This design comes from an exercise in tuning for small area on the open sky130 flow, not from production work. Where RTL was checked, it was by simulation tests only, not by an equivalence proof against the original. No functional check of the RTL was part of runs 1 to 3. No activity file was given, so power comes from the tool's default toggle rates.

### flow/design.v
module stpm3x_crc8 (
    input  wire [31:0] data,
    output reg  [7:0]  crc
);
    integer i;
    reg [7:0] acc;
    always @* begin
        acc = 8'h00;
        for (i = 31; i >= 0; i = i - 1) begin
            if (data[i] ^ acc[7])
                acc = {acc[6:0], 1'b0} ^ 8'h07;
            else
                acc = {acc[6:0], 1'b0};
        end
        crc = acc;
    end
endmodule
module stpm3x_frame_codec (
    input  wire [2:0]  op,
    input  wire [7:0]  a,
    input  wire [39:0] d,
    output reg  [79:0] result
);
    localparam OP_CRC8 = 3'd1;
    localparam OP_ENCW = 3'd2;
    localparam OP_ENCR = 3'd3;
    localparam OP_DEC  = 3'd4;
    localparam OP_CHK  = 3'd5;
    wire [7:0] crc_op;
    stpm3x_crc8 u_crc_op (.data(d[39:8]), .crc(crc_op));
    wire [31:0] encw_body = {8'hFF, a, d[7:0], d[15:8]};
    wire [7:0]  encw_crc;
    stpm3x_crc8 u_crc_encw (.data(encw_body), .crc(encw_crc));
    wire [31:0] encr_body = {a, 24'hFFFFFF};
    wire [7:0]  encr_crc;
    stpm3x_crc8 u_crc_encr (.data(encr_body), .crc(encr_crc));
    wire [7:0] chk_crc;
    stpm3x_crc8 u_crc_chk (.data(d[39:8]), .crc(chk_crc));
    always @* begin
        result = 80'd0;
        case (op)
            OP_CRC8: result[7:0]  = crc_op;
            OP_ENCW: result[39:0] = {encw_body, encw_crc};
            OP_ENCR: result       = {encr_body, encr_crc, 40'hFFFFFFFFDE};
            OP_DEC:  result[31:0] = {d[15:8], d[23:16], d[31:24], d[39:32]};
            OP_CHK:  result[0]    = (chk_crc == d[7:0]);
            default: result       = 80'd0;
        endcase
    end
endmodule
module stpm3x_link (
    input  wire        clk,
    input  wire        rst,
    input  wire [7:0]  t_min,         
    input  wire        cmd_valid,
    output wire        cmd_ready,
    input  wire [2:0]  cmd_op,
    input  wire [7:0]  cmd_addr,
    input  wire [39:0] cmd_data,
    output wire        rsp_valid,
    output wire [2:0]  rsp_code,
    output wire [79:0] rsp_data,
    output wire [1:0]  rsp_crc_err,   
    output reg         arb_req,
    input  wire        arb_ack,
    input  wire        arb_gnt,
    output reg         bus_held,
    output reg         spi_cs_n,
    output reg         spi_sclk,
    output wire        spi_mosi,
    input  wire        spi_miso
);
    localparam [2:0] ST_IDLE  = 3'd0,
                     ST_COMP  = 3'd1,    
                     ST_REQ   = 3'd2,    
                     ST_DLYO  = 3'd3,    
                     ST_FRAME = 3'd4,    
                     ST_DLYE  = 3'd5,    
                     ST_CLOSE = 3'd6,    
                     ST_RES   = 3'd7;    
    localparam [2:0] D_ZERO = 3'd0, D_ONE = 3'd1, D_S39 = 3'd2, D_S31 = 3'd3,
                     D_S23  = 3'd4, D_S15 = 3'd5, D_C7 = 3'd6, D_DE = 3'd7;
    reg  [2:0]  st;
    reg  [2:0]  op;
    reg  [7:0]  cnt;       
    reg         fr;        
    reg         e0, e1;    
    reg  [39:0] S;
    reg  [7:0]  C;
    wire [2:0] bi = cnt[5:3];
    wire [2:0] ki = cnt[2:0];    
    wire s_idle  = (st == ST_IDLE);
    wire s_comp  = (st == ST_COMP);
    wire s_req   = (st == ST_REQ);
    wire s_dlyo  = (st == ST_DLYO);
    wire s_frame = (st == ST_FRAME);
    wire s_dlye  = (st == ST_DLYE);
    wire s_close = (st == ST_CLOSE);
    wire s_res   = (st == ST_RES);
    wire is_rd   = op[0];
    wire is_bus  = (op[2:1] == 2'b11);
    wire cnt0    = (cnt == 8'd0);
    reg        fullrot;    
    reg        ash, bsh;   
    reg        ain_one;    
    reg        bin_c7;     
    reg        c_lfsr, c_shift;
    reg        rx;         
    reg  [2:0] dsel;
    reg        force1;
    always @* begin
        fullrot = 1'b0; ash = 1'b0; bsh = 1'b0; ain_one = 1'b0; bin_c7 = 1'b0;
        c_lfsr = 1'b0; c_shift = 1'b0; rx = 1'b0; dsel = D_ZERO; force1 = 1'b0;
        if ((s_comp && op == 3'd2) || (s_frame && !is_rd)) begin
            case (bi)
                3'd4: begin c_lfsr = 1'b1; dsel = D_ONE; end
                3'd3: begin fullrot = 1'b1; c_lfsr = 1'b1; dsel = fr ? D_S23 : D_S39;
                            force1 = fr && (ki == 3'd0); end
                3'd2: begin fullrot = 1'b1; c_lfsr = 1'b1; dsel = D_S15; end
                3'd1: begin fullrot = 1'b1; c_lfsr = 1'b1; dsel = D_S31; end
                default: begin c_shift = s_frame; dsel = D_C7; end
            endcase
        end else if (s_comp && op[1:0] == 2'b11) begin
            case (bi)
                3'd4: begin fullrot = 1'b1; c_lfsr = 1'b1; dsel = D_S39; end
                3'd3, 3'd2, 3'd1: begin ash = 1'b1; ain_one = 1'b1; c_lfsr = 1'b1; dsel = D_ONE; end
                default: begin bsh = 1'b1; bin_c7 = 1'b1; c_shift = 1'b1; dsel = D_DE; end
            endcase
        end else if (s_comp && op == 3'd1) begin
            if (bi != 3'd0) begin fullrot = 1'b1; c_lfsr = 1'b1; dsel = D_S39; end
        end else if (s_comp && op == 3'd5) begin
            fullrot = 1'b1; c_lfsr = 1'b1; dsel = D_S39;
        end else if (s_comp && op == 3'd4) begin
            if (bi == 3'd4) begin fullrot = 1'b1; c_shift = 1'b1; dsel = D_S39; end
        end else if (s_frame) begin
            rx = 1'b1; c_lfsr = 1'b1; dsel = D_ONE;
            if (!fr) begin
                case (bi)
                    3'd4: begin bsh = 1'b1; dsel = D_S15; end
                    3'd3: ash = 1'b1;
                    3'd0: begin bsh = 1'b1; dsel = D_S15; end
                    default: ;
                endcase
            end else begin
                case (bi)
                    3'd4, 3'd3: ash = 1'b1;
                    3'd0: dsel = D_DE;
                    default: ;
                endcase
            end
        end else if (s_close) begin
            bsh = 1'b1; c_shift = 1'b1; dsel = D_S15;
        end
    end
    wire step = s_comp || s_close || (s_frame && spi_sclk);
    wire de_bit = !((ki == 3'd5) || (ki == 3'd0));
    reg  dsrc;
    always @* begin
        case (dsel)
            D_ONE:   dsrc = 1'b1;
            D_S39:   dsrc = S[39];
            D_S31:   dsrc = S[31];
            D_S23:   dsrc = S[23];
            D_S15:   dsrc = S[15];
            D_C7:    dsrc = C[7];
            D_DE:    dsrc = de_bit;
            default: dsrc = 1'b0;
        endcase
    end
    wire dbit = dsrc | force1;
    wire cin  = rx ? spi_miso : dbit;
    wire ain  = rx ? spi_miso : (ain_one ? 1'b1 : S[15]);
    wire bin  = rx ? spi_miso : (bin_c7 ? C[7] : S[39]);
    assign spi_mosi = dbit;
    wire load  = (s_idle || s_res) && cmd_valid;
    wire cz    = (C == 8'd0);
    wire legal = !S[32] && (S[39:33] != 7'h7F);
    wire first = (cnt[5:0] == 6'd39);
    assign cmd_ready = s_comp && first;
    reg [2:0] st_n;
    reg       ld_t, ld_39, ld_7;
    always @* begin
        st_n = st; ld_t = 1'b0; ld_39 = 1'b0; ld_7 = 1'b0;
        case (st)
            ST_IDLE, ST_RES: if (cmd_valid) begin st_n = ST_COMP; ld_39 = 1'b1; end
                             else st_n = ST_IDLE;
            ST_COMP: begin
                if (first && (op == 3'd0 || (is_bus && !legal))) st_n = ST_RES;
                else if (first && op == 3'd6) st_n = ST_REQ;
                else if (cnt0) st_n = is_bus ? ST_REQ : ST_RES;
            end
            ST_REQ: if (arb_ack) begin st_n = arb_gnt ? ST_DLYO : ST_RES; ld_t = 1'b1; end
            ST_DLYO: if (cnt0) begin st_n = ST_FRAME; ld_39 = 1'b1; end
            ST_FRAME: if (spi_sclk && cnt0) begin
                st_n = (is_rd && !fr) ? ST_DLYO : ST_DLYE; ld_t = 1'b1;
            end
            ST_DLYE: if (cnt0) begin
                if (!is_rd && !fr) begin st_n = ST_DLYO; ld_t = 1'b1; end
                else begin st_n = ST_CLOSE; ld_7 = 1'b1; end
            end
            default: if (cnt0) st_n = ST_RES;    
        endcase
    end
    always @(posedge clk) begin
        if (rst) begin
            st       <= ST_IDLE;
            arb_req  <= 1'b0;
            bus_held <= 1'b0;
            spi_cs_n <= 1'b1;
            spi_sclk <= 1'b0;
        end else begin
            st <= st_n;
            if (s_comp && st_n == ST_REQ) arb_req <= 1'b1;
            if (s_req && arb_ack) begin
                arb_req <= 1'b0;
                if (arb_gnt) bus_held <= 1'b1;
            end
            if (s_dlyo && cnt0) spi_cs_n <= 1'b0;
            if (s_dlye && cnt0) spi_cs_n <= 1'b1;
            if (s_close && cnt0) bus_held <= 1'b0;
            if (s_frame) spi_sclk <= !spi_sclk;
        end
    end
    always @(posedge clk) begin
        if (ld_t)
            cnt <= t_min;
        else if (ld_39 || ld_7)
            cnt <= {2'b00, ld_39, 2'b00, 3'b111};
        else if (step || !s_frame)
            cnt <= cnt - 8'd1;
        if (load) begin
            op <= cmd_op;
            fr <= 1'b0;
        end
        if ((s_frame || s_dlye) && st_n == ST_DLYO) fr <= 1'b1;
        if (s_comp && first) e0 <= 1'b1;              
        if (s_req) e0 <= 1'b0;                        
        if (s_dlyo && cnt0) e0 <= !cz;
        if (s_dlye && cnt0) e1 <= !cz;
    end
    always @(posedge clk) begin
        if (load || (s_dlyo && cnt0))
            C <= 8'd0;
        else if (step && c_lfsr)
            C <= {C[6:0], 1'b0} ^ ({8{cin ^ C[7]}} & 8'h07);
        else if (step && c_shift)
            C <= {C[6:0], cin};
    end
    always @(posedge clk) begin
        if (load) begin
            S[39:32] <= cmd_op[1] ? cmd_addr : cmd_data[39:32];
            S[31:0]  <= cmd_data[31:0];
        end else if (step) begin
            if (fullrot || ash) S[39:16] <= {S[38:16], ain};
            if (fullrot || bsh) S[15:0]  <= {S[14:0], bin};
        end
    end
    assign rsp_valid = s_res;
    assign rsp_code  = is_bus ? (fr ? {2'b00, is_rd} : (e0 ? 3'd4 : 3'd3))
                     : (op == 3'd0) ? 3'd5 : 3'd2;
    assign rsp_data  = {S[15:8], 24'hFFFFFF, S[7:0], 8'hFF,
                        S[23:16], S[31:24], S[39:32],
                        C[7:1], (op == 3'd5) ? cz : C[0]};
    assign rsp_crc_err = {e1, e0};
endmodule
### flow/flow/run.sh
#!/bin/bash
set -euo pipefail
export BUFFER_PORTS_ARGS="-buffer_cell sky130_fd_sc_hd__buf_1"
bash standard.sh synth > synth.log 2>&1
bash standard.sh finish > finish.log 2>&1
### flow/standard.sh
#!/bin/bash
# synth_recipe.tcl (not shown) runs the flow's synth.tcl, then flattens the netlist and writes it again
# the make line also repeats each setting of config.mk as NAME=value (left out here)
make -C /OpenROAD-flow-scripts/flow DESIGN_CONFIG=/design/flow/config.mk WORK_HOME=/design/flow/orfs CLKGATE_MAP_FILE= SYNTH_SCRIPT=/design/flow/synth_recipe.tcl "${@:-finish}"
### flow/config.mk
export PLATFORM = sky130hd
export DESIGN_NAME = stpm3x_link
export DESIGN_NICKNAME = stpm3x_link
export VERILOG_FILES = /design/flow/design.v
export SDC_FILE = /design/flow/constraint.sdc
export NUM_CORES = 4
export LEC_CHECK = 0
export ABC_AREA = 1
export CAP_MARGIN = 20
export CORE_MARGIN = 2
export CORE_UTILIZATION = 40
export CTS_BUF_LIST = sky130_fd_sc_hd__clkbuf_4 sky130_fd_sc_hd__clkbuf_8
export SLEW_MARGIN = 20
### flow/constraint.sdc
create_clock -name core_clock -period 8.0 [get_ports {clk}]
set_input_delay 1.6000 -clock core_clock [delete_from_list [all_inputs] [get_ports {clk}]]
set_output_delay 1.6000 -clock core_clock [all_outputs]
set_load 0.01 [all_outputs]
==> results.py, run 1 <==
metrics = {
    "outcome": {
        "status": "timing/DRC/antenna clean",
    },
    "timing": {
        "final.period_utilization_pct": 49.00,
        "hold_viol": 0,
        "slew_violations": 0,
        "fmax_ghz": 0.2551,
        "fin_tns_setup_ns": 0,
        "rsz0062_at_grt": "no",
        "slew_headroom_pct": 52.08,
        "fin_crit_ns": 3.920,
        "finClkSkew_ns": 0.01129,
        "setup_viol": 0,
        "tightest_slew_ns": 0.7162,
    },
    "grt": {
        "grt_pass1_wl_mm": 17.67,
        "grt-ovfl-total": 0,
        "antenna_found_initial": 0,
        "grtUsageMet3_pct": 3.269,
        "met2_usage_pct": 29.74,
        "busiest_layer": "met2",
        "grt_pass1_vias": 3672,
        "grt_max_degree": 46,
        "grtUsageMet1_pct": 26.97,
        "grt_use_total_pct": 19.49,
    },
    "synthesis": {
        "synth_async_sr_flop_share_pct": 0,
        "synth_cell_type_count": 40,
        "syn_area_sq_um": 4287,
        "synth_cells": 557,
        "synth_area_per_cell_sq_um": 7.696,
        "ys_seq_area_share_pct": 44.60,
        "synth_top_area_share_pct": 37.13,
        "synth_enable_flop_cells": 53,
        "synth.largest_area_cell": "edfxtp_1",
        "ys_ff_latch": 69,
        "synthTopCellsByArea": "edfxtp_1 37%, nand2_1 15%, dfxtp_1 7.5%, buf_4 7.2%, o21ai_0 5.0%",
        "synth_ff_type": "edfxtp_1",
        "synth.most_common_cell": "nand2_1",
        "yosys_warnings": 1,
        "synth_common_cells": "166 x nand2_1, 53 x edfxtp_1, 52 x inv_1",
    },
    "cts": {
        "cts_setup_buffers": 0,
        "clock-sinks": 69,
        "ctsHoldBuffers": 0,
        "cts_buffers": 9,
        "cts_resized": 0,
        "clkLatencyLatePin_ns": 0.36,
        "clk_path_buf_depth": 2,
        "htree_levels": 3,
        "cts_tree": "yes",
        "clk_pin_slew_ns": 0.08,
        "cts_root_buf": "clkbuf_8",
    },
    "floorplan": {
        "start_util_pct": 41.34,
        "dieArea_sq_um": 11560,
        "die_w_microns": 107.5,
        "die_h_microns": 107.5,
        "rows": 37,
        "ios": 157,
        "core-area_sq_um": 10370,
    },
    "drt": {
        "wl_per_cell_microns": 13.40,
        "vias_per_cell": 4.810,
        "dr.pass1.iters": 5,
        "wl_mm": 10.92,
        "drtIter0Drc": 249,
        "drc": 0,
        "final_antenna_net_count": 0,
        "vias": 3920,
    },
    "setup_path": {
        "r2r-end": "cnt[6]$_DFFE_PP_",
        "crit_path_end_kind": "output port",
        "r2r_setup_slack_ns": 4.89,
        "path_class": "reg2out",
        "crit_path_cell_trace": "nand2_4 -> nor2_4 -> nand2_2 -> nand2_4 -> inv_4 -> nand2_2 -> nand2_2 -> o21ai_1 -> nand2_1 -> nand3_1 -> nand2_2 -> nand2_2 -> buf_1",
        "reg2reg_from": "cnt[0]$_DFFE_PP_",
        "cpMostUsedCell": "nand2_2",
        "start_kind": "register",
        "reg2regPathDepth": 12,
        "worstPathRequired_ns": 6.40,
        "slowest_stage": "dfxtp_1",
        "cp_max_fo": 11,
        "cpPeakStageDelay_ns": 0.51,
        "crit_start": "st[2]$_SDFF_PP0_",
        "critical_path.endpoint": "spi_mosi",
        "crit_arrival_ns": 2.32,
    },
    "placed_design": {
        "gp_congestion": 0.9021,
        "dp_hpwl_mm": 8.238,
        "port_buffers": 124,
    },
    "pwr": {
        "powerDensity_nw_per_um2": 316.2,
        "power_mw": 1.561,
        "leakage_nw": 2.164,
        "ir_drop_mv": 0.1272,
    },
    "hold_path": {
        "hp-class": "reg2reg",
    },
    "finish": {
        "num_antenna_cells": 0,
        "fill_cells": 1069,
        "final_nets": 743,
        "drive_gt1_share_pct": 8.689,
        "area_delta_synth_final_pct": 15.15,
    },
    "run": {
        "drv_cap": 0,
    },
}
worst max-delay path: cells and delay by family (launching register included):
family	cells	cell delay, ns
and+or+nand+nor	10	1.05
buffers and inverters	2	0.24
AOI/OAI and AO/OA	1	0.16
DFF	1	0.51
kinds of logic after synthesis:
| family | share of synthesized area, % |
|---|---|
| and+or+nand+nor | 28.98 |
| AOI/OAI and AO/OA | 10.33 |
| other | 0.08748 |
| xor gates and xnor gates | 1.022 |
| DFF | 44.60 |
| adders and majority gates | 1.168 |
| buffers and inverters | 13.81 |
how the worst min path moves through the flow:
stage | depth (start not counted) | startpoint | to | slack (ns)
3_3_place_gp | 1 | arb_req$_SDFFE_PP0P_ | arb_req$_SDFFE_PP0P_ | 0.45
4_1_cts | 2 | spi_cs_n$_SDFFE_PP1P_ | spi_cs_n$_SDFFE_PP1P_ | 0.48
6_report | 2 | spi_cs_n$_SDFFE_PP1P_ | spi_cs_n$_SDFFE_PP1P_ | 0.48
5_1_grt | 2 | spi_cs_n$_SDFFE_PP1P_ | spi_cs_n$_SDFFE_PP1P_ | 0.51
3_5_place_dp | 2 | spi_cs_n$_SDFFE_PP1P_ | spi_cs_n$_SDFFE_PP1P_ | 0.46
2_1_floorplan | 2 | C[3]$_SDFFE_PP0P_ | C[4]$_SDFFE_PP0P_ | 0.49
routing by layer:
layer | wire [microns] | vias to the layer above
met3 | 748 | 21
met5 | 0 | -
li1 | - | 1980
met1 | 5096 | 1759
met2 | 4777 | 160
met4 | 295 | 0
power by group:
group	switching, mW	internal (mW)
registers	0.0884	0.545
clock network	0.152	0.177
logic	0.412	0.187
total	0.652	0.908
layout by cell type (no fill, tap or decap), types with 2 or more instances in the layout:
cell type and count:
nand2_1 166, buf_1 124, edfxtp_1 53, inv_1 52, nor2_1 50, o21ai_0 41
conb_1 32, nand3_1 22, a21oi_1 18, dfxtp_1 16, nand2_2 11, clkbuf_8 9
inv_2 7, nor2_2 7, nor3_1 7, o21ai_1 7, nand4_1 6, xor2_1 5
ha_1 4, buf_4 4, a31oi_1 3, nor2_4 3, nand3_2 3, o21ai_2 3
nor4_1 3, nand2_4 2, clkinvlp_4 2, inv_6 2, bufinv_16 2
per-stage QoR:
step	cells	setup slack (ns)	hold slack [ns]	cell area (sq um)	util, %
2_1_floorplan	588	4.302	0.4905	4403	-
3_3_place_gp	799	4.526	0.4491	4715	45.46
3_5_place_dp	799	4.478	0.4647	4715	45.46
4_1_cts	815	4.069	0.4841	4936	47.60
5_1_grt	815	3.897	0.5106	4936	47.60
6_report	815	4.080	0.4764	4936	47.60
flip-flops by register name, summed over array words and instances, names as in the netlist:
name      count
st            3
spi_cs_n      1
e1            1
e0            1
spi_sclk      1
S            40
C             8
bus_held      1
arb_req       1
cnt           8
fr            1
op            3
cell type report:
| class | instances | area (sq um) | share of cell area, % |
|---|---|---|---|
| inverter | 61 | 231.5 | 4.689 |
| timing repair buffer | 128 | 495.5 | 10.04 |
| multi-input combinational | 405 | 1906 | 38.61 |
| clock inverter | 7 | 97.59 | 1.977 |
| tap | 136 | 170.2 | 3.447 |
| sequential | 69 | 1912 | 38.73 |
| clock buffer | 9 | 123.9 | 2.510 |
==> run 2: changes to the inputs <==
--- a/flow/design.v
+++ b/flow/design.v
@@ -62,9 +62,9 @@
     output wire [79:0] rsp_data,
     output wire [1:0]  rsp_crc_err,   
-    output reg         arb_req,
+    output wire        arb_req,
     input  wire        arb_ack,
     input  wire        arb_gnt,
-    output reg         bus_held,
-    output reg         spi_cs_n,
+    output wire        bus_held,
+    output wire        spi_cs_n,
     output reg         spi_sclk,
     output wire        spi_mosi,
@@ -74,9 +74,9 @@
                      ST_COMP  = 3'd1,    
                      ST_REQ   = 3'd2,    
-                     ST_DLYO  = 3'd3,    
-                     ST_FRAME = 3'd4,    
-                     ST_DLYE  = 3'd5,    
+                     ST_RES   = 3'd3,    
+                     ST_DLYO  = 3'd4,    
+                     ST_FRAME = 3'd5,    
                      ST_CLOSE = 3'd6,    
-                     ST_RES   = 3'd7;    
+                     ST_DLYE  = 3'd7;    
     localparam [2:0] D_ZERO = 3'd0, D_ONE = 3'd1, D_S39 = 3'd2, D_S31 = 3'd3,
                      D_S23  = 3'd4, D_S15 = 3'd5, D_C7 = 3'd6, D_DE = 3'd7;
@@ -205,21 +205,13 @@
         if (rst) begin
             st       <= ST_IDLE;
-            arb_req  <= 1'b0;
-            bus_held <= 1'b0;
-            spi_cs_n <= 1'b1;
             spi_sclk <= 1'b0;
         end else begin
             st <= st_n;
-            if (s_comp && st_n == ST_REQ) arb_req <= 1'b1;
-            if (s_req && arb_ack) begin
-                arb_req <= 1'b0;
-                if (arb_gnt) bus_held <= 1'b1;
-            end
-            if (s_dlyo && cnt0) spi_cs_n <= 1'b0;
-            if (s_dlye && cnt0) spi_cs_n <= 1'b1;
-            if (s_close && cnt0) bus_held <= 1'b0;
             if (s_frame) spi_sclk <= !spi_sclk;
         end
     end
+    assign arb_req  = s_req;
+    assign bus_held = st[2];
+    assign spi_cs_n = !(s_frame || s_dlye || (s_dlyo && is_rd && fr));
     always @(posedge clk) begin
         if (ld_t)
==> flow/flow/run.sh (replaced) <==
#!/bin/bash
set -euo pipefail
export BUFFER_PORTS_ARGS="-buffer_cell sky130_fd_sc_hd__buf_1"
export CTS_ARGS="-sink_clustering_enable -repair_clock_nets -dont_use_dummy_load -buf_list sky130_fd_sc_hd__clkbuf_8"
bash standard.sh synth > synth.log 2>&1
bash standard.sh finish > finish.log 2>&1
--- a/flow/config.mk
+++ b/flow/config.mk
@@ -10,4 +10,3 @@
 export CORE_MARGIN = 2
 export CORE_UTILIZATION = 40
-export CTS_BUF_LIST = sky130_fd_sc_hd__clkbuf_4 sky130_fd_sc_hd__clkbuf_8
 export SLEW_MARGIN = 20
==> run 2 against run 1 <==
Effect of this change:
- still clean on timing, DRC and antenna
- register-to-register slack better by 0.49 ns
- routed wire length is 2.6% lower
- clock skew is 0.011 ns higher
- combinational power is 57% lower
- via count is 1.6% lower
- sequential power is 25% lower
- sequential share of layout area is 0.58 points higher
- area after synthesis is 2.8% lower
- final cell count is 3.1% lower
- worst hold slack better by 0.017 ns
- largest power group unchanged
==> results.py, run 2 <==
metrics = {
    "drt": {
        "vias": 3858,
        "drtIter0Drc": 243,
        "final_antenna_net_count": 0,
        "wl_per_cell_microns": 13.46,
        "vias_per_cell": 4.884,
        "wl_mm": 10.64,
        "dr.pass1.iters": 5,
        "drc": 0,
    },
    "floorplan": {
        "die_w_microns": 106.1,
        "ios": 157,
        "core-area_sq_um": 10230,
        "dieArea_sq_um": 11250,
        "start_util_pct": 40.72,
        "rows": 37,
        "die_h_microns": 106.1,
    },
    "setup_path": {
        "crit_arrival_ns": 2.32,
        "r2r-end": "cnt[7]$_DFFE_PP_",
        "worstPathRequired_ns": 6.40,
        "start_kind": "register",
        "r2r_setup_slack_ns": 5.38,
        "cp_max_fo": 7,
        "crit_start": "op[0]$_DFFE_PP_",
        "reg2reg_from": "cnt[0]$_DFFE_PP_",
        "critical_path.endpoint": "spi_mosi",
        "reg2regPathDepth": 11,
        "path_class": "reg2out",
        "crit_path_end_kind": "output port",
    },
    "synthesis": {
        "synthTopCellsByArea": "edfxtp_1 38%, nand2_1 16%, buf_4 7.4%, dfxtp_1 6.2%, o21ai_0 4.4%",
        "synth_common_cells": "175 x nand2_1, 53 x edfxtp_1, 47 x inv_1",
        "synth_cells": 540,
        "synth_cell_type_count": 41,
        "synth.most_common_cell": "nand2_1",
        "ys_seq_area_share_pct": 44.44,
        "syn_area_sq_um": 4166,
        "yosys_warnings": 1,
        "synth_enable_flop_cells": 53,
        "synth_top_area_share_pct": 38.20,
        "synth.largest_area_cell": "edfxtp_1",
        "synth_ff_type": "edfxtp_1",
        "synth_area_per_cell_sq_um": 7.716,
        "synth_async_sr_flop_share_pct": 0,
        "ys_ff_latch": 66,
    },
    "placed_design": {
        "gp_congestion": 0.8589,
        "dp_hpwl_mm": 8.193,
        "port_buffers": 124,
    },
    "grt": {
        "busiest_layer": "met2",
        "grt_pass1_vias": 3694,
        "grt_pass1_wl_mm": 17.57,
        "grt_use_total_pct": 19.51,
        "grtUsageMet3_pct": 3.924,
        "grt_max_degree": 51,
        "grtUsageMet1_pct": 26.27,
        "met2_usage_pct": 31.01,
        "antenna_found_initial": 0,
        "grt-ovfl-total": 0,
    },
    "timing": {
        "fmax_ghz": 0.2549,
        "tightest_slew_ns": 0.6910,
        "rsz0062_at_grt": "no",
        "hold_viol": 0,
        "fin_tns_setup_ns": 0,
        "slew_headroom_pct": 53.82,
        "fin_crit_ns": 3.923,
        "final.period_utilization_pct": 49.03,
        "setup_viol": 0,
        "slew_violations": 0,
        "finClkSkew_ns": 0.02272,
    },
    "cts": {
        "clk_pin_slew_ns": 0.07,
        "htree_levels": 3,
        "cts_resized": 0,
        "cts_tree": "yes",
        "ctsHoldBuffers": 0,
        "clk_path_buf_depth": 2,
        "clkLatencyLatePin_ns": 0.35,
        "cts_setup_buffers": 0,
        "clock-sinks": 66,
        "cts_root_buf": "clkbuf_8",
        "cts_buffers": 9,
    },
    "pwr": {
        "power_mw": 0.9459,
        "leakage_nw": 2.066,
        "powerDensity_nw_per_um2": 200.8,
        "ir_drop_mv": 0.08373,
    },
    "finish": {
        "final_common_cell": "nand2_1",
        "final_cell_mix": "175 x nand2_1, 124 x buf_1, 53 x edfxtp_1",
        "drive_gt1_share_pct": 6.881,
        "final_nets": 725,
        "multi_input_area_sq_um": 1859,
        "ff_latch_area_sq_um": 1852,
        "top_register": "S",
        "fill_cells": 1141,
        "num_antenna_cells": 0,
        "largest_reg_flops": 40,
        "area_delta_synth_final_pct": 13.06,
        "reg_top3": "S (40), C (8), cnt (8)",
    },
    "run": {
        "drv_cap": 0,
    },
    "outcome": {
        "status": "timing/DRC/antenna clean",
    },
    "hold_path": {
        "hp-class": "reg2reg",
    },
}
[run 2: cell count changes in the layout (fill, tap and decap cells not counted), moves of 3 or more]
| cell | change |
|---|---|
| nand2_1 | +9 |
| o21ai_1 | -4 |
| a2bb2oi_1 | +3 |
| nand2_2 | -3 |
| inv_1 | -5 |
| nor2_2 | -6 |
| dfxtp_1 | -3 |
| inv_2 | +6 |
| nand3_1 | -4 |
| o21ai_0 | -5 |
| a21oi_1 | +3 |
| nor2_1 | -9 |
[run 2: power by group]
part / internal (mW) / total, mW / switching (mW)
clock network: 0.100 / 0.214 / 0.114
logic: 0.0798 / 0.255 / 0.175
registers: 0.436 / 0.477 / 0.0405
[run 2: kinds of logic (layout without fill, tap and decap cells)]
| logic type | Yosys count | in the layout | synth area share, % |
|---|---|---|---|
| XOR/XNOR | 5 | 5 | 1.051 |
| adder cells (fa/ha/maj) | 4 | 4 | 1.201 |
| AND/OR/NAND/NOR | 271 | 271 | 27.93 |
| flip-flops | 66 | 66 | 44.44 |
| buffers and inverters | 112 | 195 | 13.81 |
| other | 1 | 32 | 0.09000 |
| AO/OA/AOI/OAI | 81 | 81 | 11.47 |
[run 2: layout make-up]
cell class | count | area share, %
Multi-Input combinational cell | 393 | 39.47
Tap cell | 136 | 3.612
Inverter | 60 | 4.781
Timing Repair Buffer | 126 | 10.20
Clock buffer | 9 | 2.629
Sequential cell | 66 | 39.31
[run 2: worst min path at each step]
stage                       from                 to  slack, ns  cells after the start
2_1_floorplan  C[3]$_SDFFE_PP0P_  C[3]$_SDFFE_PP0P_       0.46                      2
3_3_place_gp   C[3]$_SDFFE_PP0P_  C[4]$_SDFFE_PP0P_       0.48                      2
3_5_place_dp   C[3]$_SDFFE_PP0P_  C[4]$_SDFFE_PP0P_       0.48                      2
4_1_cts        C[3]$_SDFFE_PP0P_  C[4]$_SDFFE_PP0P_       0.50                      2
5_1_grt        C[6]$_SDFFE_PP0P_  C[7]$_SDFFE_PP0P_       0.52                      2
6_report       C[3]$_SDFFE_PP0P_  C[3]$_SDFFE_PP0P_       0.49                      2
[run 2: layer usage]
layer / routed length, microns / part of all wire, %
met5: 0 / 0
met4: 182 / 1.7
met3: 768 / 7.2
met2: 4886 / 46
met1: 4798 / 45
[run 2: critical path: stages, from the launching register on]
cell and delay (ns):
edfxtp_1 0.55, inv_2 0.12, nand3_1 0.19, nor2_1 0.08
nor2_2 0.21, nand2_1 0.13, nand2_2 0.10, nand2_1 0.05
o21ai_1 0.07, nand2_1 0.06, nand3_1 0.08, nand2_1 0.07
nand2_2 0.09, buf_1 0.18
[run 2: metrics by stage]
step / hold slack [ns] / utilization, % / instance area [sq um] / std cells / worst slack [ns]
floorplan: 0.4567 / - / 4283 / 571 / 4.310
global placement: 0.4798 / 44.83 / 4587 / 781 / 3.979
detailed placement: 0.4823 / 44.83 / 4587 / 781 / 3.825
CTS: 0.4969 / 46.04 / 4711 / 790 / 4.061
global route: 0.5227 / 46.04 / 4711 / 790 / 3.861
finish: 0.4936 / 46.04 / 4711 / 790 / 4.077
==> run 3: changes to the inputs <==
==> flow/flow/run.sh (replaced) <==
#!/bin/bash
set -euo pipefail
export BUFFER_PORTS_ARGS="-buffer_cell sky130_fd_sc_hd__buf_1"
export CTS_ARGS="-sink_clustering_enable -repair_clock_nets -dont_use_dummy_load -buf_list {sky130_fd_sc_hd__clkbuf_4 sky130_fd_sc_hd__clkbuf_8} -sink_clustering_size 16"
bash standard.sh synth > synth.log 2>&1
bash standard.sh finish > finish.log 2>&1
==> run 3 against run 2 <==
Effect of this change:
- combinational power hardly changed
- die area unchanged
- clock skew did not move
- core utilization is the same
- critical path type unchanged
- largest cell class unchanged
- highest routed layer unchanged
==> results.py, run 3 <==
metrics = {
    "cts": {
        "htree_levels": 3,
        "ctsHoldBuffers": 0,
        "clk_path_buf_depth": 2,
        "cts_resized": 0,
        "clkLatencyLatePin_ns": 0.35,
        "clk_pin_slew_ns": 0.07,
        "cts_root_buf": "clkbuf_8",
        "cts_tree": "yes",
        "cts_setup_buffers": 0,
        "cts_buffers": 9,
        "clock-sinks": 66,
    },
    "setup_path": {
        "crit_path_end_kind": "output port",
        "r2r_setup_slack_ns": 5.38,
        "path_class": "reg2out",
        "cp_max_fo": 7,
        "worstPathRequired_ns": 6.40,
        "r2r-end": "cnt[7]$_DFFE_PP_",
        "reg2reg_from": "cnt[0]$_DFFE_PP_",
        "start_kind": "register",
        "crit_path_cell_trace": "inv_2 -> nand3_1 -> nor2_1 -> nor2_2 -> nand2_1 -> nand2_2 -> nand2_1 -> o21ai_1 -> nand2_1 -> nand3_1 -> nand2_1 -> nand2_2 -> buf_1",
        "reg2regPathDepth": 11,
        "cpMostUsedCell": "nand2_1",
        "critPathBufInv": 2,
        "crit_family": "simple AND/OR/NAND/NOR gates",
        "crit_arrival_ns": 2.32,
        "crit_cells": 13,
        "slowest_stage": "edfxtp_1",
        "cpPeakStageDelay_ns": 0.55,
    },
    "synthesis": {
        "ys_seq_area_share_pct": 44.44,
        "synth_xor_area_share_pct": 1.051,
        "synth_enable_flop_cells": 53,
        "synth_ff_type": "edfxtp_1",
        "synth_cells": 540,
        "synth_area_per_cell_sq_um": 7.716,
        "yosys_warnings": 1,
        "synth_simple_gate_area_share_pct": 27.93,
        "synth-adder-area-share_pct": 1.201,
        "synth.most_common_cell": "nand2_1",
        "ys_ff_latch": 66,
        "synth_async_sr_flop_share_pct": 0,
        "synthTopCellsByArea": "edfxtp_1 38%, nand2_1 16%, buf_4 7.4%, dfxtp_1 6.2%, o21ai_0 4.4%",
        "synth_top_family_by_area": "simple AND/OR/NAND/NOR gates",
        "synth_top_area_share_pct": 38.20,
        "synth.largest_area_cell": "edfxtp_1",
        "synth_cell_type_count": 41,
        "synth_compound_area_share_pct": 11.47,
        "synth_common_cells": "175 x nand2_1, 53 x edfxtp_1, 47 x inv_1",
        "syn_area_sq_um": 4166,
        "synthMuxAreaShare_pct": 0,
    },
    "drt": {
        "vias_per_cell": 4.884,
        "drtIter0Drc": 243,
        "wl_per_cell_microns": 13.46,
        "wl_mm": 10.64,
        "final_antenna_net_count": 0,
        "dr.pass1.iters": 5,
        "drc": 0,
        "vias": 3858,
    },
    "floorplan": {
        "die_w_microns": 106.1,
        "rows": 37,
        "ios": 157,
        "core-area_sq_um": 10230,
        "dieArea_sq_um": 11250,
        "start_util_pct": 40.72,
        "die_h_microns": 106.1,
    },
    "pwr": {
        "ir_drop_mv": 0.08373,
        "powerDensity_nw_per_um2": 200.8,
        "leakage_nw": 2.066,
    },
    "timing": {
        "fin_tns_setup_ns": 0,
        "slew_violations": 0,
        "setup_viol": 0,
        "slew_headroom_pct": 53.82,
        "tightest_slew_ns": 0.6910,
        "rsz0062_at_grt": "no",
        "final.period_utilization_pct": 49.03,
        "finClkSkew_ns": 0.02272,
        "fmax_ghz": 0.2549,
        "fin_crit_ns": 3.923,
        "hold_viol": 0,
    },
    "hold_path": {
        "hp-class": "reg2reg",
        "min_from": "C[3]$_SDFFE_PP0P_",
        "min_to": "C[3]$_SDFFE_PP0P_",
        "whs_path_depth": 2,
    },
    "finish": {
        "top_register": "S",
        "reg_top3": "S (40), C (8), cnt (8)",
        "area_delta_synth_final_pct": 13.06,
        "fin_area_sq_um": 4711,
        "num_antenna_cells": 0,
        "drive_gt1_share_pct": 6.881,
        "final_nets": 725,
        "largest_reg_flops": 40,
        "final_cell_mix": "175 x nand2_1, 124 x buf_1, 53 x edfxtp_1",
        "final_common_cell": "nand2_1",
    },
    "grt": {
        "grt_max_degree": 51,
        "antenna_found_initial": 0,
        "grt_pass1_wl_mm": 17.57,
        "grt-ovfl-total": 0,
        "grt_use_total_pct": 19.51,
        "grt_pass1_vias": 3694,
    },
    "placed_design": {
        "dp_hpwl_mm": 8.193,
        "port_buffers": 124,
        "dpl_cell_area_sq_um": 4587,
        "gp_congestion": 0.8589,
    },
    "outcome": {
        "status": "timing/DRC/antenna clean",
    },
    "run": {
        "drv_cap": 0,
    },
}
==> run 3: metrics by stage <==
stage,hold WS [ns],instances,power [mW],utilization [%],worst slack [ns]
after global routing,0.5227,790,1.008,46.04,3.861
after detailed placement,0.4823,781,0.7394,44.83,3.825
after floorplan,0.4567,571,0.6625,-,4.310
after CTS,0.4969,790,0.9553,46.04,4.061
after global placement,0.4798,781,0.7354,44.83,3.979
final,0.4936,790,0.9459,46.04,4.077
==> run 3: logic make-up (layout without fill, tap and decap cells) <==
family                     Yosys count  after routing
xor gates and xnor gates             5              5
DFF                                 66             66
other                                1             32
buffers and inverters              112            195
adders and majority gates            4              4
and+or+nand+nor                    271            271
AOI/OAI and AO/OA                   81             81
==> run 3: worst register-to-register path: stages, from the launching register on <==
cell and delay (ns):
edfxtp_1 0.41, inv_1 0.08, ha_1 0.21, inv_1 0.10, nor3_1 0.10, nand3_2 0.17
inv_1 0.16, a311oi_2 0.53, inv_2 0.13, nor2_1 0.32, inv_1 0.11, o21ai_0 0.16
==> run 3: how the worst max path moves through the flow <==
stage	from	to	slack [ns]
floorplan	cmd_valid	S[16]$_DFFE_PP_	4.31
global placement	cmd_valid	S[0]$_DFFE_PP_	3.98
detailed placement	cmd_valid	S[16]$_DFFE_PP_	3.83
CTS	op[0]$_DFFE_PP_	spi_mosi	4.06
global route	op[0]$_DFFE_PP_	spi_mosi	3.86
finish	op[0]$_DFFE_PP_	spi_mosi	4.08
==> run 3: power breakdown <==
part	internal (mW)	leakage [nW]	total [mW]	switching (mW)
combinational	0.0798	1.37	0.255	0.175
clock	0.100	0.0647	0.214	0.114
sequential	0.436	0.628	0.477	0.0405
total	0.616	2.07	0.946	0.330
==> run 3: layout make-up <==
cell class	instances	area, sq um
clock buffer	9	123.9
fill	1141	5520
inverter	60	225.2
multi-input combinational	393	1859
sequential	66	1852
tap	136	170.2
timing repair buffer	126	480.5
==> run 3: layer usage <==
| metal | routed length [microns] | GRT usage, % | part of all wire [%] | vias to the layer above |
|---|---|---|---|---|
| met2 | 4886 | 31.01 | 46 | 161 |
| met4 | 182 | 7.425 | 1.7 | 0 |
| met5 | 0 | 0 | 0 | - |
| li1 | - | - | - | 1935 |
| met3 | 768 | 3.924 | 7.2 | 15 |
| met1 | 4798 | 26.27 | 45 | 1747 |
==> run 4: changes to the inputs <==
--- a/flow/design.v
+++ b/flow/design.v
@@ -128,9 +128,10 @@
             endcase
         end else if (s_comp && op == 3'd1) begin
-            if (bi != 3'd0) begin fullrot = 1'b1; c_lfsr = 1'b1; dsel = D_S39; end
+            if (bi == 3'd4) begin fullrot = 1'b1; c_lfsr = 1'b1; end
+            else if (bi != 3'd0) begin fullrot = 1'b1; c_lfsr = 1'b1; dsel = D_S39; end
         end else if (s_comp && op == 3'd5) begin
-            fullrot = 1'b1; c_lfsr = 1'b1; dsel = D_S39;
+            fullrot = 1'b1; c_lfsr = 1'b1; dsel = (bi == 3'd4) ? D_ZERO : D_S39;
         end else if (s_comp && op == 3'd4) begin
-            if (bi == 3'd4) begin fullrot = 1'b1; c_shift = 1'b1; dsel = D_S39; end
+            if (bi == 3'd4) fullrot = 1'b1;
         end else if (s_frame) begin
             rx = 1'b1; c_lfsr = 1'b1; dsel = D_ONE;
@@ -232,5 +233,7 @@
     end
     always @(posedge clk) begin
-        if (load || (s_dlyo && cnt0))
+        if (load)
+            C <= cmd_op[1] ? 8'd0 : cmd_data[39:32];
+        else if (s_dlyo && cnt0)
             C <= 8'd0;
         else if (step && c_lfsr)
@@ -241,5 +244,5 @@
     always @(posedge clk) begin
         if (load) begin
-            S[39:32] <= cmd_op[1] ? cmd_addr : cmd_data[39:32];
+            S[39:32] <= cmd_addr;
             S[31:0]  <= cmd_data[31:0];
         end else if (step) begin
==> flow/flow/run.sh (replaced) <==
#!/bin/bash
set -euo pipefail
export BUFFER_PORTS_ARGS="-buffer_cell sky130_fd_sc_hd__buf_1"
export CTS_ARGS="-sink_clustering_enable -repair_clock_nets -dont_use_dummy_load -buf_list sky130_fd_sc_hd__clkbuf_8"
bash standard.sh synth > synth.log 2>&1
bash standard.sh finish > finish.log 2>&1
==> run 4 against run 3 <==
Effect of this change:
- worst hold slack improved by 0.044 ns
- critical path depth is 2 lower
- routed wire length fell by 1.1%
- area after synthesis decreased by 0.54%
- sequential share of layout area increased by 1.9 points
- final cell count shrank 2.4%
- maximum frequency rose by 2.7%
- still clean
- non-clock buffer count is the same
- sequential power increased by 6.9%
==> results.py, run 4 <==
metrics = {
    "hold_path": {
        "hp-class": "reg2reg",
        "whs_path_depth": 2,
    },
    "finish": {
        "area_delta_synth_final_pct": 13.19,
        "final_common_cell": "nand2_1",
        "num_antenna_cells": 0,
        "reg_top3": "S (40), C (8), cnt (8)",
        "final_cell_mix": "185 x nand2_1, 124 x buf_1, 61 x edfxtp_1",
        "largest_reg_flops": 40,
        "final_nets": 706,
        "drive_gt1_share_pct": 6.929,
        "top_register": "S",
    },
    "cts": {
        "cts_resized": 0,
        "htree_levels": 3,
        "clock-sinks": 66,
        "clkLatencyLatePin_ns": 0.35,
        "clk_pin_slew_ns": 0.06,
        "clk_path_buf_depth": 2,
        "cts_tree": "yes",
        "cts_setup_buffers": 0,
        "cts_buffers": 9,
        "ctsHoldBuffers": 0,
        "cts_root_buf": "clkbuf_8",
    },
    "pwr": {
        "pwr-share-clk_pct": 21.1,
        "intPower_mw": 0.6517,
        "switching_power_mw": 0.3575,
        "seqPwrFrac_pct": 50.5,
        "ir_drop_mv": 0.1104,
        "p_comb_share_pct": 28.4,
        "leakage_nw": 2.059,
        "netSwitchingFraction_pct": 35.42,
        "powerDensity_nw_per_um2": 215.1,
        "power_mw": 1.009,
    },
    "placed_design": {
        "dp_hpwl_mm": 7.964,
        "port_buffers": 124,
        "gp_congestion": 0.9871,
    },
    "synthesis": {
        "synth_xor_area_share_pct": 0.6341,
        "synthTopCellsByArea": "edfxtp_1 44%, nand2_1 17%, buf_4 7.4%, inv_1 3.8%, nor2_1 3.4%",
        "synth-adder-area-share_pct": 1.208,
        "syn_area_sq_um": 4144,
        "synth_cells": 520,
        "ys_seq_area_share_pct": 46.62,
        "synth.largest_area_cell": "edfxtp_1",
        "synthMuxAreaShare_pct": 0.2415,
        "synth_async_sr_flop_share_pct": 0,
        "synth_area_per_cell_sq_um": 7.969,
        "synth_top_family_by_area": "simple AND/OR/NAND/NOR gates",
        "synth_compound_area_share_pct": 8.364,
        "synth_cell_type_count": 40,
        "synth_ff_type": "edfxtp_1",
        "synth_common_cells": "186 x nand2_1, 61 x edfxtp_1, 42 x inv_1",
        "ys_ff_latch": 66,
        "synth_enable_flop_cells": 61,
        "yosys_warnings": 1,
        "synth_top_area_share_pct": 44.20,
        "synth.most_common_cell": "nand2_1",
        "synth_simple_gate_area_share_pct": 29.77,
    },
    "floorplan": {
        "rows": 37,
        "die_w_microns": 105.8,
        "ios": 157,
        "dieArea_sq_um": 11190,
        "start_util_pct": 40.69,
        "core-area_sq_um": 10180,
        "die_h_microns": 105.8,
    },
    "setup_path": {
        "critPathBufInv": 1,
        "start_kind": "register",
        "crit_family": "simple AND/OR/NAND/NOR gates",
        "cp_max_fo": 7,
        "worstPathRequired_ns": 6.40,
        "path_class": "reg2out",
        "crit_path_cell_trace": "nand2_2 -> nor2_4 -> o21ai_0 -> o21ai_0 -> nand3_1 -> nand2_1 -> nor2_1 -> nand2_1 -> nand2_1 -> nand2_1 -> buf_1",
        "r2r_setup_slack_ns": 5.28,
        "cpMostUsedCell": "nand2_1",
        "slowest_stage": "dfxtp_1",
        "crit_arrival_ns": 2.22,
        "crit_cells": 11,
        "crit_path_end_kind": "output port",
        "reg2regPathDepth": 10,
        "cpPeakStageDelay_ns": 0.52,
    },
    "timing": {
        "final.period_utilization_pct": 47.76,
        "fin_tns_setup_ns": 0,
        "slew_violations": 0,
        "fmax_ghz": 0.2617,
        "rsz0062_at_grt": "no",
        "tightest_slew_ns": 0.6880,
        "slew_headroom_pct": 54.02,
        "hold_viol": 0,
        "setup_viol": 0,
        "fin_crit_ns": 3.821,
        "finClkSkew_ns": 0.01951,
    },
    "grt": {
        "grtUsageMet3_pct": 6.741,
        "grtUsageMet1_pct": 25.53,
        "antenna_found_initial": 0,
        "grt_use_total_pct": 19.48,
        "busiest_layer": "met2",
        "grt_max_degree": 46,
        "met2_usage_pct": 30.05,
        "grt_pass1_wl_mm": 16.93,
        "grt_pass1_vias": 3511,
        "grt-ovfl-total": 0,
    },
    "drt": {
        "drtIter0Drc": 249,
        "drc": 0,
        "wl_mm": 10.52,
        "final_antenna_net_count": 0,
        "vias_per_cell": 4.844,
        "vias": 3735,
        "dr.pass1.iters": 5,
        "wl_per_cell_microns": 13.64,
    },
    "run": {
        "drv_cap": 0,
    },
    "outcome": {
        "status": "timing/DRC/antenna clean",
    },
}
==> run 4: cell types whose count changed after synthesis, moves of 3 or more <==
cell      delta
inv_2        -3
inv_1        -5
nor2_1       -4
nor3_1       -3
a21oi_1      -8
edfxtp_1     +8
dfxtp_1      -8
nand2_1     +11
o21ai_0     -15
nand3_1      +8
==> run 4: cell families after synthesis <==
logic type	count (synthesis)
compound gates	56
xor+xnor	3
fa+ha+maj	4
buf+inv	103
flops	66
mux	1
other cells	1
simple gates	286
==> run 4: final timing paths <==
check | from | end
max | st[2]$_SDFF_PP0_ | spi_mosi
min | spi_sclk$_SDFFE_PP0N_ | spi_sclk$_SDFFE_PP0N_
max reg2reg | cnt[0]$_DFFE_PP_ | C[1]$_DFFE_PP_
min reg2reg | spi_sclk$_SDFFE_PP0N_ | spi_sclk$_SDFFE_PP0N_
==> run 4: cell type report <==
class | instances | area (sq um)
Fill cell | 1079 | 5494
Sequential cell | 66 | 1932
Multi-Input combinational cell | 382 | 1789
Timing Repair Buffer | 126 | 480.5
Inverter | 52 | 195.2
Tap cell | 136 | 170.2
Clock buffer | 9 | 123.9
==> run 4: metrics by stage <==
stage	hold slack (ns)	std cells	worst slack [ns]	area [sq um]	utilization (%)
final	0.5374	771	4.179	4691	46.06
after global placement	0.4993	762	4.492	4564	44.82
after floorplan	0.5030	551	4.884	4260	-
after global routing	0.5465	771	3.978	4691	46.06
after CTS	0.5297	771	4.193	4688	46.03
after detailed placement	0.5208	762	4.474	4564	44.82
==> run 4: tightest hold or removal path: cells and delay by family, from the launching register on <==
kind | cells | cell delay (ns)
AOI/OAI and AO/OA | 1 | 0.06
and+or+nand+nor | 1 | 0.09
DFF | 1 | 0.35
==> run 4: power by group through the flow <==
stage                     sequential [mW]  combinational (mW)  clock (mW)
after floorplan                     0.520               0.199           0
after global placement              0.515               0.286           0
after detailed placement            0.515               0.289           0
after CTS                           0.510               0.289       0.221
after global routing                0.518               0.331       0.234
final                               0.510               0.287       0.213
==> run 4: layer usage <==
metal | routed length (microns) | vias to the layer above
met5 | 0 | -
met1 | 4666 | 1687
met2 | 4718 | 175
li1 | - | 1860
met3 | 973 | 13
met4 | 157 | 0
==> run 5: changes to the inputs <==
--- a/flow/flow/run.sh
+++ b/flow/flow/run.sh
@@ -4,3 +4,11 @@
 export CTS_ARGS="-sink_clustering_enable -repair_clock_nets -dont_use_dummy_load -buf_list sky130_fd_sc_hd__clkbuf_8"
 bash standard.sh synth > synth.log 2>&1
+R=orfs/results/sky130hd/stpm3x_link/base
+LIB=$FLOW_HOME/platforms/sky130hd/lib/sky130_fd_sc_hd__tt_025C_1v80.lib
+YOSYS=$FLOW_HOME/../tools/install/yosys/bin/yosys
+[[ -x $YOSYS ]] || YOSYS=yosys
+cp $R/1_2_yosys.v remap_in.v
+sed "s#LIBFILE#$LIB#g; s#INFILE#remap_in.v#; s#ABCSCRIPT#flow/area.abc#; s#STATFILE#remap_stat.txt#; s#OUTFILE#remap_out.v#" flow/remap.ys > remap_run.ys
+$YOSYS -s remap_run.ys > remap.log 2>&1
+cp remap_out.v $R/1_2_yosys.v
 bash standard.sh finish > finish.log 2>&1
==> flow/flow/area.abc (new file) <==
strash
ifraig
scorr
dc2
strash
dch -f
amap
topo
==> flow/flow/remap.ys (new file) <==
# Re-map the combinational logic of the standard synthesis for area.
# The flip-flops are kept as they are (same cells, same instance names).
read_liberty -ignore_miss_func LIBFILE
blackbox sky130_fd_sc_hd__dfxtp_1 sky130_fd_sc_hd__edfxtp_1 sky130_fd_sc_hd__dfrtp_1 sky130_fd_sc_hd__dfstp_1
read_verilog -sv INFILE
hierarchy -top stpm3x_link
flatten
opt_clean -purge
opt -fast
abc -liberty LIBFILE -dont_use *probe* -dont_use *lpflow* -script ABCSCRIPT
opt_clean -purge
hilomap -singleton -hicell sky130_fd_sc_hd__conb_1 HI -locell sky130_fd_sc_hd__conb_1 LO
insbuf -buf sky130_fd_sc_hd__buf_4 A X
splitnets
opt_clean -purge
hierarchy -top stpm3x_link
tee -o STATFILE stat -liberty LIBFILE
write_verilog -noattr -nohex -nodec OUTFILE
==> run 5 against run 4 <==
Effect of this change:
- final cell count down 16%
- highest routed layer unchanged
- clock power about the same
- register-to-register slack worse by 1.8 ns
- still clean on timing, DRC and antenna
- sequential power up 4.3%
- routed wire length down 10%
- combinational power up 18%
- worst hold slack better by 0.0036 ns
- core utilization down 1.8 points
- synthesized cell count down 18%
- global-route usage down 1.8 points
- die area down 2.8%
- setup slack worse by 1.5 ns
==> results.py, run 5 <==
metrics = {
    "outcome": {
        "status": "timing/DRC/antenna clean",
    },
    "timing": {
        "final.period_utilization_pct": 66.01,
        "slew_headroom_pct": 40.53,
        "setup_viol": 0,
        "rsz0062_at_grt": "no",
        "fmax_ghz": 0.1894,
        "tightest_slew_ns": 0.8920,
        "hold_viol": 0,
        "fin_crit_ns": 5.281,
        "fin_tns_setup_ns": 0,
        "finClkSkew_ns": 0.02244,
        "slew_violations": 0,
        "fin_ws_ns": 2.719,
    },
    "cts": {
        "cts_tree": "yes",
        "cts_resized": 0,
        "cts_buffers": 9,
        "cts_root_buf": "clkbuf_8",
        "ctsHoldBuffers": 0,
        "clock-sinks": 66,
        "clk_pin_slew_ns": 0.08,
        "cts_setup_buffers": 0,
        "clk_path_buf_depth": 2,
        "clkLatencyLatePin_ns": 0.35,
        "htree_levels": 3,
    },
    "finish": {
        "largest_reg_flops": 40,
        "drive_gt1_share_pct": 2.913,
        "reg_top3": "S (40), C (8), cnt (8)",
        "top_register": "S",
        "num_antenna_cells": 0,
        "area_delta_synth_final_pct": 7.525,
        "final_nets": 582,
        "final_cell_mix": "124 x buf_1, 61 x edfxtp_1, 54 x clkinv_1, 54 x nor2_1, 34 x a22o_1",
        "final_common_cell": "buf_1",
        "fin_cells": 648,
    },
    "setup_path": {
        "start_kind": "register",
        "r2r-end": "C[2]$_DFFE_PP_",
        "worstPathRequired_ns": 6.40,
        "path_class": "reg2out",
        "reg2reg_from": "st[2]$_SDFF_PP0_",
        "crit_path_end_kind": "output port",
        "r2r_setup_slack_ns": 3.50,
        "cp_max_fo": 8,
        "reg2regPathDepth": 18,
        "crit_arrival_ns": 3.68,
    },
    "grt": {
        "antenna_found_initial": 0,
        "grt_pass1_vias": 3009,
        "grt-ovfl-total": 0,
        "grt_use_total_pct": 17.66,
        "grt_pass1_wl_mm": 15.22,
        "grt_max_degree": 47,
    },
    "placed_design": {
        "port_buffers": 124,
        "placed_cells": 639,
        "post-place-ws_ns": 3.129,
        "gp_congestion": 0.8808,
        "dp_hpwl_mm": 7.064,
    },
    "drt": {
        "drc": 0,
        "wl_mm": 9.435,
        "final_antenna_net_count": 0,
        "vias": 3321,
        "drtIter0Drc": 266,
        "wl_per_cell_microns": 14.56,
        "vias_per_cell": 5.125,
        "dr.pass1.iters": 4,
    },
    "floorplan": {
        "die_h_microns": 104.3,
        "die_w_microns": 104.3,
        "core-area_sq_um": 9774,
        "ios": 157,
        "dieArea_sq_um": 10880,
        "rows": 36,
        "start_util_pct": 41.17,
    },
    "pwr": {
        "leakage_nw": 1.492,
        "ir_drop_mv": 0.07774,
        "powerDensity_nw_per_um2": 249.6,
    },
    "synthesis": {
        "syn_area_sq_um": 4024,
        "yosys_warnings": 1,
        "synth_area_per_cell_sq_um": 9.402,
        "synth_cells": 428,
    },
    "hold_path": {
        "min_from": "S[16]$_DFFE_PP_",
        "hp-class": "reg2reg",
        "whs_path_depth": 1,
        "min_to": "S[17]$_DFFE_PP_",
    },
    "run": {
        "drv_cap": 0,
    },
}
[run 5: how the worst max path moves through the flow]
stage | from | to | slack, ns
5_1_grt | st[2]$_SDFF_PP0_ | spi_mosi | 2.11
3_3_place_gp | st[2]$_SDFF_PP0_ | spi_mosi | 3.31
2_1_floorplan | cmd_valid | C[0]$_DFFE_PP_ | 3.08
3_5_place_dp | st[2]$_SDFF_PP0_ | spi_mosi | 3.13
4_1_cts | st[2]$_SDFF_PP0_ | spi_mosi | 2.74
6_report | st[2]$_SDFF_PP0_ | spi_mosi | 2.72
[run 5: final cells by class]
type	count	area (sq um)
Tap cell	133	166.4
Multi-Input combinational cell	258	1406
Inverter	54	202.7
Timing Repair Buffer	128	495.5
Fill cell	980	5448
Sequential cell	66	1932
Clock buffer	9	123.9
[run 5: routing by layer]
metal	GRT usage (%)	share of wire, %	routed length, microns	vias to the layer above
li1	-	-	-	1603
met1	24.02	45	4230	1536
met2	27.17	46	4368	167
met3	4.323	7.1	673	15
met4	6.660	1.7	162	0
met5	0	0	0	-
[run 5: worst max-delay path, cell delays in order, from the launching register on]
cell,delay (ns)
dfxtp_1,0.44
clkinv_1,0.25
nor2_1,0.28
nand2_1,0.22
o21ai_0,0.60
clkinv_1,0.20
o21ai_0,0.35
clkinv_1,0.20
o31ai_1,0.27
a21oi_1,0.07
a21o_1,0.16
o41ai_1,0.11
buf_1,0.21
[run 5: power breakdown]
part / switching (mW) / leakage, nW / internal [mW] / total, mW
clock network: 0.109 / 0.0647 / 0.100 / 0.210
logic: 0.220 / 0.786 / 0.119 / 0.338
registers: 0.0501 / 0.641 / 0.482 / 0.532
[run 5: through the flow]
stage               total power [mW]  hold WS, ns  cell area, sq um  util [%]
global placement              0.8729       0.5416              4203     43.00
floorplan                     0.8307       0.5362              4140         -
detailed placement            0.8786       0.5493              4203     43.00
global route                   1.153       0.5684              4327     44.27
finish                         1.080       0.5410              4327     44.27
CTS                            1.094       0.5523              4327     44.27

## what the ideal ports hide
In the flow no input, the clock included, has a driving cell. The finished layouts below were timed again as built, in two steps. Step 1 assumes that a clkbuf_16 drives the clock port and a buf_2 every other input. Step 2 moves the port delays by t, midway between the first and last clock arrival at a register: inputs arrive t later, outputs are due t later. That takes back most of the time a late clock gives input paths. Slacks: ideal / step 1 / step 2; pairs: ideal / step 1.
run	shift t [ns]	setup WS [ns]	hold WS [ns]	worst setup path at the end	worst register clock-pin slew, ns
run 1	0.389	4.080 / 4.044 / 4.433	0.476 / 0.476 / 0.476	register to output	0.09 / 0.09
run 2	0.371	4.077 / 4.043 / 4.357	0.494 / 0.494 / 0.494	input to register	0.08 / 0.08
run 3	0.371	4.077 / 4.043 / 4.357	0.494 / 0.494 / 0.494	input to register	0.08 / 0.08
run 4	0.373	4.179 / 4.143 / 4.475	0.537 / 0.537 / 0.537	input to register	0.08 / 0.08
run 5	0.370	2.719 / 2.685 / 3.055	0.541 / 0.541 / 0.541	register to output	0.08 / 0.08
After both steps setup and hold are still met in every run listed.
